This is an optimization exercise on Yosys and OpenROAD, whose aim is small area, a short achievable clock period and few clock cycles, not a production implementation.
Only simulation tests tie the RTL to the original design; equivalence was not proved.
Power and IR drop assume default switching activity.

File: design.v
module pong_physics (
    input  wire        clk,
    input  wire        rst,
    input  wire        cmd_valid,
    input  wire [39:0] cmd,
    output wire        cmd_ready,
    output reg         resp_valid,
    output reg  [15:0] resp,
    input  wire        tick_req
);
    function [15:0] chain13;
        input [12:0] u;
        reg [1:0] r, rw;
        reg [11:0] q;
        reg n1, n0;
        integer i;
        begin
            r = 2'd0;
            rw = 2'd0;
            q = 12'd0;
            for (i = 12; i >= 0; i = i - 1) begin
                if (i < 12) q[i] = r[1] | (r[0] & u[i]);
                n1 = (r[0] & ~u[i]) | (r[1] & u[i]);
                n0 = (~r[1] & ~r[0] & u[i]) | (r[1] & ~u[i]);
                r = {n1, n0};
                if (i == 3) rw = r;
            end
            chain13 = {rw, r, q};
        end
    endfunction
    function [11:0] chain11;
        input [10:0] u;
        reg [1:0] r;
        reg [9:0] q;
        reg n1, n0;
        integer i;
        begin
            r = 2'd0;
            q = 10'd0;
            for (i = 10; i >= 0; i = i - 1) begin
                if (i < 10) q[i] = r[1] | (r[0] & u[i]);
                n1 = (r[0] & ~u[i]) | (r[1] & u[i]);
                n0 = (~r[1] & ~r[0] & u[i]) | (r[1] & ~u[i]);
                r = {n1, n0};
            end
            chain11 = {r, q};
        end
    endfunction
    function [15:0] radd;
        input [15:0] a;
        input [15:0] b;
        input        ci;
        reg c;
        integer i;
        begin
            c = ci;
            for (i = 0; i < 16; i = i + 1) begin
                radd[i] = a[i] ^ b[i] ^ c;
                c = (a[i] & b[i]) | (a[i] & c) | (b[i] & c);
            end
        end
    endfunction
    function [15:0] radd3;
        input [15:0] a;
        input [15:0] b;
        input [15:0] c;
        input        ci;
        input        ck;
        reg [15:0] s, k;
        begin
            s = a ^ b ^ c;
            k = (a & b) | (a & c) | (b & c);
            radd3 = radd(s, {k[14:0], ck}, ci);
        end
    endfunction
    function [15:0] rneg;
        input [15:0] x;
        reg c;
        integer i;
        begin
            c = 1'b0;
            for (i = 0; i < 16; i = i + 1) begin
                rneg[i] = x[i] ^ c;
                c = c | x[i];
            end
        end
    endfunction
    function [15:0] tdiv4;
        input [17:0] x;
        begin
            tdiv4 = radd(x[17:2], 16'd0, x[17] && (x[1:0] != 2'd0));
        end
    endfunction
    reg [15:0] px, py, vx, vy, spin;
    reg [15:0] pos0, pos1;
    reg [17:0] vr0, vr1;    
    reg [7:0]  sc0, sc1;
    reg        tick_en;
    reg [3:0]  bst;         
    reg [1:0]  ben;         
    reg        bwq;         
    reg        bcr;         
    reg [2:0]  bko;         
    reg        sv;
    reg [15:0] s1r;
    reg [10:0] dvq;
    reg [2:0]  dvk;
    reg        busy;        
    reg        pstep;       
    reg        ptick;
    reg        rst_q;       
    assign cmd_ready = !(rst || busy);
    wire [7:0]  op   = cmd[39:32];
    wire [7:0]  opa  = cmd[31:24];
    wire [7:0]  opb  = cmd[23:16];
    wire [15:0] imm  = cmd[15:0];
    wire        sel  = cmd[24];
    wire acc_cmd  = cmd_valid && !busy;
    wire acc_tick = tick_req && !busy && !cmd_valid && tick_en;
    wire c_step   = acc_cmd && (op == 8'h10);
    wire c_bounce = acc_cmd && (op == 8'h11);
    wire c_walls  = acc_cmd && (op == 8'h12);
    wire c_tick   = acc_cmd && (op == 8'h13);
    wire want_step = acc_tick || c_step || c_tick;
    wire do_step   = (want_step && sv) || pstep;
    wire step_tick = pstep ? ptick : !c_step;
    wire [15:0] vel0 = tdiv4(vr0);
    wire [15:0] vel1 = tdiv4(vr1);
    wire [15:0] sx   = sv ? s1r : spin;
    wire [15:0] ch1  = chain13({1'b1, ~sx[15], sx[14:4]});
    wire [1:0]  rw   = ch1[15:14];
    wire [1:0]  ra   = ch1[13:12];
    wire [8:0]  qw   = ch1[11:3] ^ 9'h100;           
    wire [10:0] qa   = ch1[10:0];                     
    wire        c1   = sx[15] && !((sx[6:0] == 7'd0) && (rw == 2'd0));
    wire [15:0] s1n  = radd(sx, ~{{7{qw[8]}}, qw}, !c1);            
    wire [15:0] dd16 = radd({12'd0, sx[3:0]}, {7'd0, ~qw}, !c1);
    wire [8:0]  dd   = dd16[8:0];
    reg  [2:0]  kk, kk1;
    reg         z2;
    always @(*) begin
        case ({dd[8:4], ra})
            {5'h1A, 2'd0}: begin kk = 3'h6; kk1 = 3'h7; z2 = 1'b1; end
            {5'h1A, 2'd1}: begin kk = 3'h6; kk1 = 3'h7; z2 = 1'b0; end
            {5'h1A, 2'd2}: begin kk = 3'h6; kk1 = 3'h7; z2 = 1'b0; end
            {5'h1B, 2'd0}: begin kk = 3'h6; kk1 = 3'h7; z2 = 1'b0; end
            {5'h1B, 2'd1}: begin kk = 3'h6; kk1 = 3'h7; z2 = 1'b0; end
            {5'h1B, 2'd2}: begin kk = 3'h7; kk1 = 3'h0; z2 = 1'b1; end
            {5'h1C, 2'd0}: begin kk = 3'h6; kk1 = 3'h7; z2 = 1'b0; end
            {5'h1C, 2'd1}: begin kk = 3'h7; kk1 = 3'h0; z2 = 1'b1; end
            {5'h1C, 2'd2}: begin kk = 3'h7; kk1 = 3'h0; z2 = 1'b0; end
            {5'h1D, 2'd0}: begin kk = 3'h7; kk1 = 3'h0; z2 = 1'b1; end
            {5'h1D, 2'd1}: begin kk = 3'h7; kk1 = 3'h0; z2 = 1'b0; end
            {5'h1D, 2'd2}: begin kk = 3'h7; kk1 = 3'h0; z2 = 1'b0; end
            {5'h1E, 2'd0}: begin kk = 3'h7; kk1 = 3'h0; z2 = 1'b0; end
            {5'h1E, 2'd1}: begin kk = 3'h7; kk1 = 3'h0; z2 = 1'b0; end
            {5'h1E, 2'd2}: begin kk = 3'h0; kk1 = 3'h1; z2 = 1'b1; end
            {5'h1F, 2'd0}: begin kk = 3'h7; kk1 = 3'h0; z2 = 1'b0; end
            {5'h1F, 2'd1}: begin kk = 3'h0; kk1 = 3'h1; z2 = 1'b1; end
            {5'h1F, 2'd2}: begin kk = 3'h0; kk1 = 3'h1; z2 = 1'b0; end
            {5'h00, 2'd0}: begin kk = 3'h0; kk1 = 3'h1; z2 = 1'b1; end
            {5'h00, 2'd1}: begin kk = 3'h0; kk1 = 3'h1; z2 = 1'b0; end
            {5'h00, 2'd2}: begin kk = 3'h0; kk1 = 3'h1; z2 = 1'b0; end
            {5'h01, 2'd0}: begin kk = 3'h0; kk1 = 3'h1; z2 = 1'b0; end
            {5'h01, 2'd1}: begin kk = 3'h0; kk1 = 3'h1; z2 = 1'b0; end
            {5'h01, 2'd2}: begin kk = 3'h1; kk1 = 3'h2; z2 = 1'b1; end
            {5'h02, 2'd0}: begin kk = 3'h0; kk1 = 3'h1; z2 = 1'b0; end
            {5'h02, 2'd1}: begin kk = 3'h1; kk1 = 3'h2; z2 = 1'b1; end
            {5'h02, 2'd2}: begin kk = 3'h1; kk1 = 3'h2; z2 = 1'b0; end
            {5'h03, 2'd0}: begin kk = 3'h1; kk1 = 3'h2; z2 = 1'b1; end
            {5'h03, 2'd1}: begin kk = 3'h1; kk1 = 3'h2; z2 = 1'b0; end
            {5'h03, 2'd2}: begin kk = 3'h1; kk1 = 3'h2; z2 = 1'b0; end
            {5'h04, 2'd0}: begin kk = 3'h1; kk1 = 3'h2; z2 = 1'b0; end
            {5'h04, 2'd1}: begin kk = 3'h1; kk1 = 3'h2; z2 = 1'b0; end
            {5'h04, 2'd2}: begin kk = 3'h2; kk1 = 3'h3; z2 = 1'b1; end
            {5'h05, 2'd0}: begin kk = 3'h1; kk1 = 3'h2; z2 = 1'b0; end
            {5'h05, 2'd1}: begin kk = 3'h2; kk1 = 3'h3; z2 = 1'b1; end
            {5'h05, 2'd2}: begin kk = 3'h2; kk1 = 3'h3; z2 = 1'b0; end
            {5'h06, 2'd0}: begin kk = 3'h2; kk1 = 3'h3; z2 = 1'b1; end
            {5'h06, 2'd1}: begin kk = 3'h2; kk1 = 3'h3; z2 = 1'b0; end
            {5'h06, 2'd2}: begin kk = 3'h2; kk1 = 3'h3; z2 = 1'b0; end
            default: begin kk = 3'd0; kk1 = 3'd1; z2 = 1'b1; end
        endcase
    end
    wire        c2   = sx[15] && !((dd[3:0] == 4'd0) && z2);
    wire [2:0]  dvkn = c2 ? kk1 : kk;
    reg         vxp;
    wire [15:0] dq16 = {{5{dvq[10]}}, dvq};
    reg  [2:0]  dkx;
    always @(*) begin
        case ({vxp, dvk})
            4'b1_000: dkx = 3'd0;  4'b1_001: dkx = 3'd1;  4'b1_010: dkx = 3'd2;  4'b1_011: dkx = 3'd3;
            4'b1_110: dkx = 3'h6;  4'b1_111: dkx = 3'h7;
            4'b0_000: dkx = 3'd1;  4'b0_001: dkx = 3'd0;  4'b0_010: dkx = 3'h7;  4'b0_011: dkx = 3'h6;
            4'b0_110: dkx = 3'd3;  4'b0_111: dkx = 3'd2;
            default:  dkx = 3'd0;
        endcase
    end
    wire [15:0] vy1  = vy + (vxp ? dq16 : ~dq16) + {{13{dkx[2]}}, dkx};
    wire [11:0] ch3  = chain11({1'b1, ~vy1[15], vy1[14:6]});
    wire [1:0]  r3   = ch3[11:10];
    wire [9:0]  q3   = ch3[9:0] ^ 10'h200;             
    wire        c3   = vy1[15] && !((vy1[5:0] == 6'd0) && (r3 == 2'd0));
    wire [15:0] st_vy = vy1 + ~{{6{q3[9]}}, q3} + {15'd0, !c3};
    wire [15:0] st_py = py + {{6{st_vy[15]}}, st_vy[15:6]} + {15'd0, st_vy[15] && (st_vy[5:0] != 6'd0)};
    wire [15:0] st_px = radd(px, {{6{vx[15]}}, vx[15:6]}, vx[15] && (vx[5:0] != 6'd0));
    wire        st_pb = (st_px[15:7] == 9'd1) || (st_px[15:7] == 9'd126);
    wire        vsm   = (vy1[15:12] == {4{vy1[15]}});
    wire        near_hi = vsm ? (py[12:6] == 7'h7F) : (py[12:9] == 4'hF);
    wire        near_lo = vsm ? (py[12:6] == 7'h00) : (py[12:9] == 4'h0);
    wire        st_pw = st_px[15] || st_px[14] || (py[15:13] != 3'd0) ||
                        (!vy1[15] && near_hi) || (vy1[15] && near_lo);
    localparam [3:0] B_IDLE = 4'd0, B_HIT = 4'd1, B_VX = 4'd2, B_SP1 = 4'd3, B_SP2 = 4'd4,
                     B_VY3 = 4'd5, B_KICK = 4'd6, B_DIV4 = 4'd7, B_V16 = 4'd8, B_V32 = 4'd9,
                     B_W0 = 4'd10, B_W1 = 4'd11, B_SP3 = 4'd12, B_V48 = 4'd13;
    wire psel  = px[13];
    wire bx1   = (px[15:7] == 9'd1);
    wire bx126 = (px[15:7] == 9'd126);
    wire [15:0] b_pos = psel ? pos1 : pos0;
    wire [15:0] b_vel = psel ? vel1 : vel0;
    wire [15:0] b_px  = psel ? {9'd125, px[6:0]} : {9'd2, px[6:0]};
    reg  [15:0] alu_a, alu_b;
    reg         alu_c;
    reg  [3:0]  kmh;                                                        
    always @(*) begin
        case (bko)
            3'd0, 3'd7: kmh = 4'd3;
            3'd1, 3'd6: kmh = 4'd6;
            3'd2, 3'd5: kmh = 4'd9;
            default:    kmh = 4'd12;
        endcase
    end
    wire [15:0] kmag  = {4'd0, kmh, 8'd0};
    always @(*) begin
        alu_a = 16'd0;
        alu_b = 16'd0;
        alu_c = 1'b0;
        case (bst)
            B_HIT:  begin alu_a = {{7{py[15]}}, py[15:7]}; alu_b = ~{{4{b_pos[15]}}, b_pos[15:4]}; alu_c = 1'b1; end
            B_VX:   begin alu_b = ~vx; alu_c = 1'b1; end
            B_SP1:  begin alu_a = spin; alu_b = {b_vel[12:0], 3'd0} ^ {16{psel}}; alu_c = psel; end
            B_SP2, B_SP3: begin alu_a = spin; alu_b = {b_vel[12:0], 3'd0} ^ {16{psel}}; alu_c = psel; end
            B_VY3:  begin alu_a = vy; alu_b = {vy[14:0], 1'b0}; end
            B_KICK: begin alu_a = vy; alu_b = kmag ^ {16{!bko[2]}}; alu_c = !bko[2]; end
            B_DIV4: begin alu_a = {{2{vy[15]}}, vy[15:2]}; alu_c = vy[15] && (vy[1:0] != 2'd0); end
            B_V16:  begin alu_a = vy; alu_b = {b_vel[11:0], 4'd0}; end
            B_V32, B_V48: begin alu_a = vy; alu_b = {b_vel[11:0], 4'd0}; end
            B_W0:   begin alu_b = ~py; alu_c = 1'b1; end
            B_W1:   begin alu_b = ~vy; alu_c = 1'b1; end
            default: ;
        endcase
    end
    wire [15:0] alu = radd(alu_a, alu_b, alu_c);
    wire        pyc    = py[15] && (py[6:0] != 7'd0);
    wire        d_lo   = (alu[15:2] == 14'h3FFF);                            
    wire        d_hi   = (alu[15:2] == 14'h0000);                            
    wire        off_ok = pyc ? (d_lo || (d_hi && alu[1:0] != 2'd3) || (alu[15:3] == 13'h1FFF && alu[2:0] == 3'd3))
                             : (d_lo || d_hi);
    wire [2:0]  o      = {~(alu[2] ^ (pyc && alu[1] && alu[0])), alu[1] ^ (pyc && alu[0]), alu[0] ^ pyc};
    wire        hit    = off_ok && ((bx1 && ben[0]) || (bx126 && ben[1]));
    wire w_act = (bst == B_W0);
    wire hl = w_act && px[15];
    wire hr = w_act && !px[15] && px[14];
    wire hx = hl || hr;
    wire vb = w_act && (py[15:13] != 3'd0);
    wire        nop0   = !sc0[7] && !sc1[7];
    wire [15:0] sc0i16 = radd({9'd0, sc0[6:0]}, 16'd0, 1'b1);
    wire [15:0] sc1i16 = radd({9'd0, sc1[6:0]}, 16'd0, 1'b1);
    wire [7:0]  sc0i   = {1'b1, sc0i16[6:0]};
    wire [7:0]  sc1i   = {1'b1, sc1i16[6:0]};
    reg [3:0] bst_n;
    always @(*) begin
        bst_n = B_IDLE;
        case (bst)
            B_IDLE: begin
                if (do_step && step_tick)
                    bst_n = st_pb ? B_HIT : st_pw ? B_W0 : B_IDLE;
                else if (c_bounce)
                    bst_n = B_HIT;
                else if (c_walls)
                    bst_n = B_W0;
            end
            B_HIT:  bst_n = hit ? B_VX : bwq ? B_W0 : B_IDLE;
            B_V48:  bst_n = bwq ? B_W0 : B_IDLE;
            B_W0:   bst_n = (vb && !hx) ? B_W1 : B_IDLE;
            B_W1:   bst_n = B_IDLE;
            B_VX:   bst_n = B_SP1;
            B_SP1:  bst_n = B_SP2;
            B_SP2:  bst_n = B_SP3;
            B_SP3:  bst_n = B_VY3;
            B_VY3:  bst_n = B_KICK;
            B_KICK: bst_n = B_DIV4;
            B_DIV4: bst_n = B_V16;
            B_V16:  bst_n = B_V32;
            B_V32:  bst_n = B_V48;
            default: bst_n = B_IDLE;
        endcase
    end
    wire [15:0] s_pos  = sel ? pos1 : pos0;
    wire [15:0] s_vel  = sel ? vel1 : vel0;
    wire [15:0] s_sum  = s_vel + {s_vel[14:0], 1'b0} + ~s_pos + imm + 16'd1;
    reg [15:0] rdb_val, rdp_val;
    always @(*) begin
        case (opa)
            8'd0:    rdb_val = px;
            8'd1:    rdb_val = py;
            8'd2:    rdb_val = vx;
            8'd3:    rdb_val = vy;
            8'd4:    rdb_val = spin;
            default: rdb_val = 16'h0000;
        endcase
        case (opb)
            8'd0:    rdp_val = s_pos;
            8'd1:    rdp_val = s_vel;
            8'd2:    rdp_val = sel ? 16'd126 : 16'd1;
            default: rdp_val = 16'h0000;
        endcase
    end
    wire cserve  = rst_q ? 1'b0 : hx ? hl : sc1[7];
    wire spin_wr = (bst == B_SP1) || (bst == B_SP2) || (bst == B_SP3) || hx || rst_q ||
                   (bst == B_VX) ||
                   (acc_cmd && ((op == 8'h19 && (opa == 8'd4 || opa == 8'd2)) || op == 8'h14));
    wire sv_n  = !spin_wr;
    always @(posedge clk) begin
        if (do_step || !sv) begin
            s1r <= s1n;
            dvq <= qa;
            dvk <= dvkn;
        end
        if (bst == B_HIT)     resp <= {15'd0, hit};
        else if (bst == B_W0) resp <= {15'd0, vb};
        else case (op)
            8'h18:   resp <= rdb_val;
            8'h21:   resp <= {{4{s_pos[15]}}, s_pos[15:4]};
            8'h28:   resp <= rdp_val;
            8'h31:   resp <= {14'd0, sc1[7], sc0[7]};
            8'h38:   resp <= {8'd0, sel ? sc1 : sc0};
            default: resp <= 16'h0000;
        endcase
        rst_q <= rst;
        vxp   <= !vx[15] && (vx[14:0] != 15'd0);
        begin
            resp_valid <= (acc_cmd && !c_bounce && !c_walls) ||
                          (bcr && ((bst == B_HIT) || (bst == B_W0)));
            sv   <= sv_n;
            bst  <= bst_n;
            busy  <= (bst_n != B_IDLE) || (want_step && !sv);
            pstep <= want_step && !sv;
            ptick <= !c_step;
            if (bst == B_IDLE) begin
                ben <= c_bounce ? (sel ? 2'b10 : 2'b01) : 2'b11;
                bwq <= st_pw && !c_bounce;
                bcr <= c_bounce || c_walls;
            end
            if (bst == B_HIT) begin
                bko <= o;
                if (hit) px <= b_px;
            end
            case (bst)
                B_VX:   vx <= alu;
                B_SP1, B_SP2, B_SP3: spin <= alu;
                B_VY3, B_KICK, B_DIV4, B_V16, B_V32, B_V48, B_W1: vy <= alu;
                B_W0: begin
                    if (vb) py <= py[15] ? alu : {3'd0, ~py[12:0]};
                    if (hr && nop0) sc0 <= sc0i;
                    if (hl && nop0) sc1 <= sc1i;
                end
                default: ;
            endcase
            if (do_step) begin
                spin <= s1r;
                vy   <= st_vy;
                px   <= st_px;
                py   <= st_py;
            end
            if (acc_cmd) begin
                case (op)
                    8'h01: tick_en <= 1'b1;
                    8'h02: tick_en <= 1'b0;
                    8'h14: begin
                        sc0[7] <= 1'b0;
                        sc1[7] <= 1'b0;
                    end
                    8'h19: begin
                        case (opa)
                            8'd0: px   <= imm;
                            8'd1: py   <= imm;
                            8'd2: vx   <= imm;
                            8'd3: vy   <= imm;
                            8'd4: spin <= imm;
                            default: ;
                        endcase
                    end
                    8'h20: begin
                        if (sel) begin
                            vr1  <= {{2{s_sum[15]}}, s_sum};
                            pos1 <= imm;
                        end else begin
                            vr0  <= {{2{s_sum[15]}}, s_sum};
                            pos0 <= imm;
                        end
                    end
                    8'h29: begin
                        if (opb == 8'd0) begin
                            if (sel) pos1 <= imm; else pos0 <= imm;
                        end else if (opb == 8'd1) begin
                            if (sel) vr1 <= {imm, 2'b00};
                            else     vr0 <= {imm, 2'b00};
                        end
                    end
                    8'h30: begin
                        if (nop0) begin
                            if (sel) sc1 <= sc1i;
                            else     sc0 <= sc0i;
                        end
                    end
                    default: ;
                endcase
            end
        end
        if (rst || rst_q) begin
            busy       <= 1'b1;
            resp_valid <= 1'b0;
        end
        if (rst_q) begin
            bst     <= B_IDLE;
            sv      <= 1'b0;
            pstep   <= 1'b0;
            sc0     <= 8'h00;
            sc1     <= 8'h00;
            tick_en <= 1'b0;
        end
        if (rst_q || (acc_cmd && op == 8'h14) || hx) begin
            px   <= cserve ? 16'd16128 : 16'd256;
            vx   <= cserve ? 16'hF400 : 16'd3072;
            vy   <= 16'd0;
            spin <= 16'd0;
        end
        if (rst_q || (acc_cmd && op == 8'h14)) begin
            py   <= 16'd4096;
            pos0 <= 16'd512;
            pos1 <= 16'd512;
            vr0  <= 18'd0;
            vr1  <= 18'd0;
        end
    end
endmodule
File: flow/run.sh
#!/bin/bash
set -euo pipefail
export BUFFER_PORTS_ARGS="-buffer_cell sky130_fd_sc_hd__buf_1"
bash standard.sh > standard.log 2>&1
File: standard.sh
#!/bin/bash
# synth_recipe.tcl (not shown) runs the flow's synth.tcl, then flattens the netlist and writes it again
# the make line also repeats each setting of config.mk as NAME=value (left out here)
make -C /OpenROAD-flow-scripts/flow DESIGN_CONFIG=/design/flow/config.mk WORK_HOME=/design/flow/orfs CLKGATE_MAP_FILE= SYNTH_SCRIPT=/design/flow/synth_recipe.tcl "${@:-finish}"
File: config.mk
export PLATFORM = sky130hd
export DESIGN_NAME = pong_physics
export DESIGN_NICKNAME = pong_physics
export VERILOG_FILES = /design/flow/design.v
export SDC_FILE = /design/flow/constraint.sdc
export NUM_CORES = 4
export LEC_CHECK = 0
export ABC_AREA = 1
export CAP_MARGIN = 20
export CORE_MARGIN = 2
export CORE_UTILIZATION = 55
export CTS_CLUSTER_DIAMETER = 100
export CTS_CLUSTER_SIZE = 20
export SLEW_MARGIN = 20
File: constraint.sdc
create_clock -name core_clock -period 30.0 [get_ports {clk}]
set_input_delay 6.0000 -clock core_clock [delete_from_list [all_inputs] [get_ports {clk}]]
set_output_delay 6.0000 -clock core_clock [all_outputs]
set_load 0.01 [all_outputs]
==> run notes <==
CP top delay family: buffers and inverters
Layout Area Growth over Synthesis: 6.26%
Vias in the first global route: 19,256
Top flip-flop cell by instance count after synthesis: sky130_fd_sc_hd__dfxtp_1
Avg Cell Area, Syn: 7.02 um^2
Most frequent cells in the layout: 506 x sky130_fd_sc_hd__nand2_1, 422 x sky130_fd_sc_hd__inv_1, 286 x sky130_fd_sc_hd__o21ai_0
Max-slew violation count: 0
Post-DR vias/cell: 6.28
Clock slew seen by the registers of the worst setup and hold paths: 80 ps
Crit end category: primary output
Hold Violations, Final: 0
Proportion of power drawn by flip-flops and latches: 21.8%
Worst setup slack before clock tree synthesis: 17,690 ps
Class of the tightest hold or removal check: register to register
Maxcap violations: 0
Total detailed-routing wirelength: 78.2 mm
Proportion of register bits with asynchronous set or reset after synthesis: 0%
Clock insertion delay at the later pin of the skew report: 530 ps
Status: complete, no violations
RSZ-0062 raised after global routing: no
Delay of the slowest critical-path stage: 150 ps
Core footprint: 35,300 um^2
Largest net degree at the start of global routing: 63
Gates resized, CTS repair: 0
First DRT Iteration DRCs: 2,488
Number of buffer and inverter instances along the worst setup path: 2
Static Leak: 0.00921 uW
Number of synthesized register bits: 229
Initial antenna violation count: 3
Switching share of power: 48.8%
Power density cells: 75.6 nW/um^2
Combinational share of power: 63.4%
Number of port buffers: 61
Slowest CP cell: sky130_fd_sc_hd__buf_1
Overall die width: 193 um
Crit-path most repeated cell: sky130_fd_sc_hd__buf_1
Last weighted congestion value of the routability-driven placer: 1.12
Final routed wire length divided by cell count: 23.9 um
Antenna violation net count after detailed routing: 0
Area share of the largest cell type after synthesis: 19.6%
Mapped Cells: 2,788
Vertical extent of the die: 193 um
Post-synth EDFFs: 37
Critical path data arrival time: 6320 ps
Row count: 69
Number of top-level design ports: 62
Total gr overflow: 0
Maximum fanout count along the critical path: 3
Setup slack of the critical path after layout: 17,680 ps
Time the worst path needs with I/O delays and setup: 12,320 ps
Cells along the critical path: buf_1, nor2_1, buf_1
Area of the mapped netlist: 19,600 um^2
Clock net sink count: 229
Final HPWL DP: 60.7 mm
Critical Path RT: 24,000 ps
Initial Utilization: 55.4%
Sequential fraction of the synthesis area: 25.3%
Clock tree from TritonCTS: yes
Count of vias placed by the detailed router: 20,545
Total negative slack: 0 ps
Post-CTS setup buffer count: 0
Share of the cycle needed by the critical path after routing: 41.1%
Yosys warnings: 1
Type of the worst setup path: input pin to primary output
Setup Skew: 24.7 ps
Area enclosed by the die boundary: 37,100 um^2
Bufs on Longest Clock Path: 3
Clock network fraction of total power: 14.8%
Highest achievable clock rate: 0.0812 GHz
Number of iterations in the first detailed-routing pass: 6
Post-synth top area cell: sky130_fd_sc_hd__dfxtp_1
Wire length of the first global-routing pass: 116 mm
Final setup fails: 0
Least-Margin Pin Slew: 1260 ps
Final-layout worst hold slack: 475 ps
Clk Tree Root Cell: sky130_fd_sc_hd__clkbuf_16
DRC errors left: 0
Number of nets in the synthesized netlist: 3,037
Worst slew margin: 14.7%
Clock buffer count from CTS: 16
Net switching power of the design: 768 uW
H-tree lvl count: 1
Count of different cell masters after synthesis: 55
Layout cell share with drive strength beyond 1: 4.85%
Final net count: 3,049
Global-route usage over all layers: 42.2%
Count of hold-fix buffers inserted at cts: 0
Internal power summed over all cells: 804 uW
Cell types with the largest area share after synthesis: sky130_fd_sc_hd__dfxtp_1 20%, sky130_fd_sc_hd__nand2_1 9.7%, sky130_fd_sc_hd__fa_1 9.6%, sky130_fd_sc_hd__inv_1 8.1%, sky130_fd_sc_hd__o21ai_0 7.3%
Highest ir drop seen on vdd: 0.261 mV
Kind of launch point of the worst setup path: input pin
Leading cell type in the layout, fill and taps excluded: sky130_fd_sc_hd__nand2_1
==> layer usage <==
layer  vias to the layer above  GRT usage (%)  wire, um
met5                         -              0         0
met4                         0           30.9      6650
met3                       341           9.18      8230
met2                      1256           66.8     34500
met1                      9556           50.5     28800
li1                       9392              -         -
==> cell usage after synthesis, types with 39 or more instances <==
| master | n |
|---|---|
| sky130_fd_sc_hd__o21ai_0 | 287 |
| sky130_fd_sc_hd__inv_1 | 422 |
| sky130_fd_sc_hd__fa_1 | 94 |
| sky130_fd_sc_hd__nand2_1 | 507 |
| sky130_fd_sc_hd__a211oi_1 | 39 |
| sky130_fd_sc_hd__a21oi_1 | 166 |
| sky130_fd_sc_hd__dfxtp_1 | 192 |
| sky130_fd_sc_hd__o211ai_1 | 48 |
| sky130_fd_sc_hd__nor2_1 | 243 |
| sky130_fd_sc_hd__clkbuf_1 | 102 |
| sky130_fd_sc_hd__nand3_1 | 93 |
| sky130_fd_sc_hd__nor3_1 | 45 |
| sky130_fd_sc_hd__ha_1 | 111 |
==> flip-flops by register name, indices dropped and copies added (netlist names), 2 cells and up <==
register / count
pos0: 16
vr0: 18
spin: 16
ben: 2
py: 16
dvk: 3
pos1: 16
resp: 16
sc1: 8
bko: 3
vr1: 18
s1r: 16
px: 16
bst: 4
vx: 16
dvq: 11
sc0: 8
vy: 16
==> worst reg2reg max path: cells and delay by family, from the launching register on <==
kind / cells / cell delay [ps]
xor gates and xnor gates: 1 / 650
DFF: 1 / 710
buffers and inverters: 11 / 1210
and+or+nand+nor: 37 / 3570
adders and majority gates: 5 / 2260
AOI/OAI and AO/OA: 20 / 3220
==> cells by family after synthesis <==
kind of cell,share of synthesized area (%)
xor gates and xnor gates,3.00
buffers and inverters,10.5
muxes,0.0512
AOI/OAI and AO/OA,22.2
and+or+nand+nor,22.2
DFF,25.3
adders and majority gates,16.7
==> power by group through the flow <==
stage / Clock (uW) / Sequential [uW] / Combinational, uW
floorplan: 0 / 345 / 754
global placement: 0 / 349 / 943
detailed placement: 0 / 349 / 982
CTS: 233 / 342 / 986
global route: 244 / 344 / 1140
finish: 233 / 343 / 996
==> stage by stage <==
stage / std cells / power [uW] / instance area [um^2] / utilization [%]
floorplan: 2788 / 1100 / 19600 / -
global placement: 3243 / 1290 / 20300 / 57.5
detailed placement: 3243 / 1330 / 20300 / 57.5
CTS: 3268 / 1560 / 20800 / 58.9
global route: 3268 / 1720 / 20800 / 58.9
finish: 3271 / 1570 / 20800 / 58.9
==> layout make-up <==
| class | count | area, um^2 |
|---|---|---|
| antenna | 3 | 7.51 |
| timing repair buffer | 105 | 561 |
| tap | 461 | 577 |
| fill | 3350 | 14500 |
| clock buffer | 22 | 444 |
| clock inverter | 3 | 38.8 |
| inverter | 436 | 1640 |
| multi-input combinational | 2012 | 12600 |
| sequential | 229 | 4950 |
==> worst paths after layout <==
| path | from | end | slack (ps) | cells after the start |
|---|---|---|---|---|
| hold / removal | vr0[1] | vr0[1] | 480 | 2 |
| hold reg to reg | vr0[1] | vr0[1] | 480 | 2 |
| setup reg to reg | vxp | py[15] | 18300 | 74 |
| setup / recovery | rst | cmd_ready | 17680 | 3 |
Testbench counts, summed over its fixed seeds: cycles 32,694.

-- port drivers added, routing unchanged --
The results above use ideal ports. As a check the final layout listed here was re-extracted and re-timed, cells and wires unchanged. Step 1, drivers: a clkbuf_16 drives clk and a buf_2 each remaining input, both assumed. Step 2 also shifts input and output timing later by t, the mid clock arrival at the registers, as if the neighbouring blocks saw the same clock. Three values: ideal, step 1, step 2; two values: the first two.
shift t [ns]: 0.582
slack for setup (ns): 17.681 / 17.661 / 17.661
latest minus earliest clock arrival (ns): 0.025 / 0.024
After both steps setup and hold are still met in this run. The setup slack of this run moves by -0.020 ns with the drivers and by -0.020 ns with both steps.
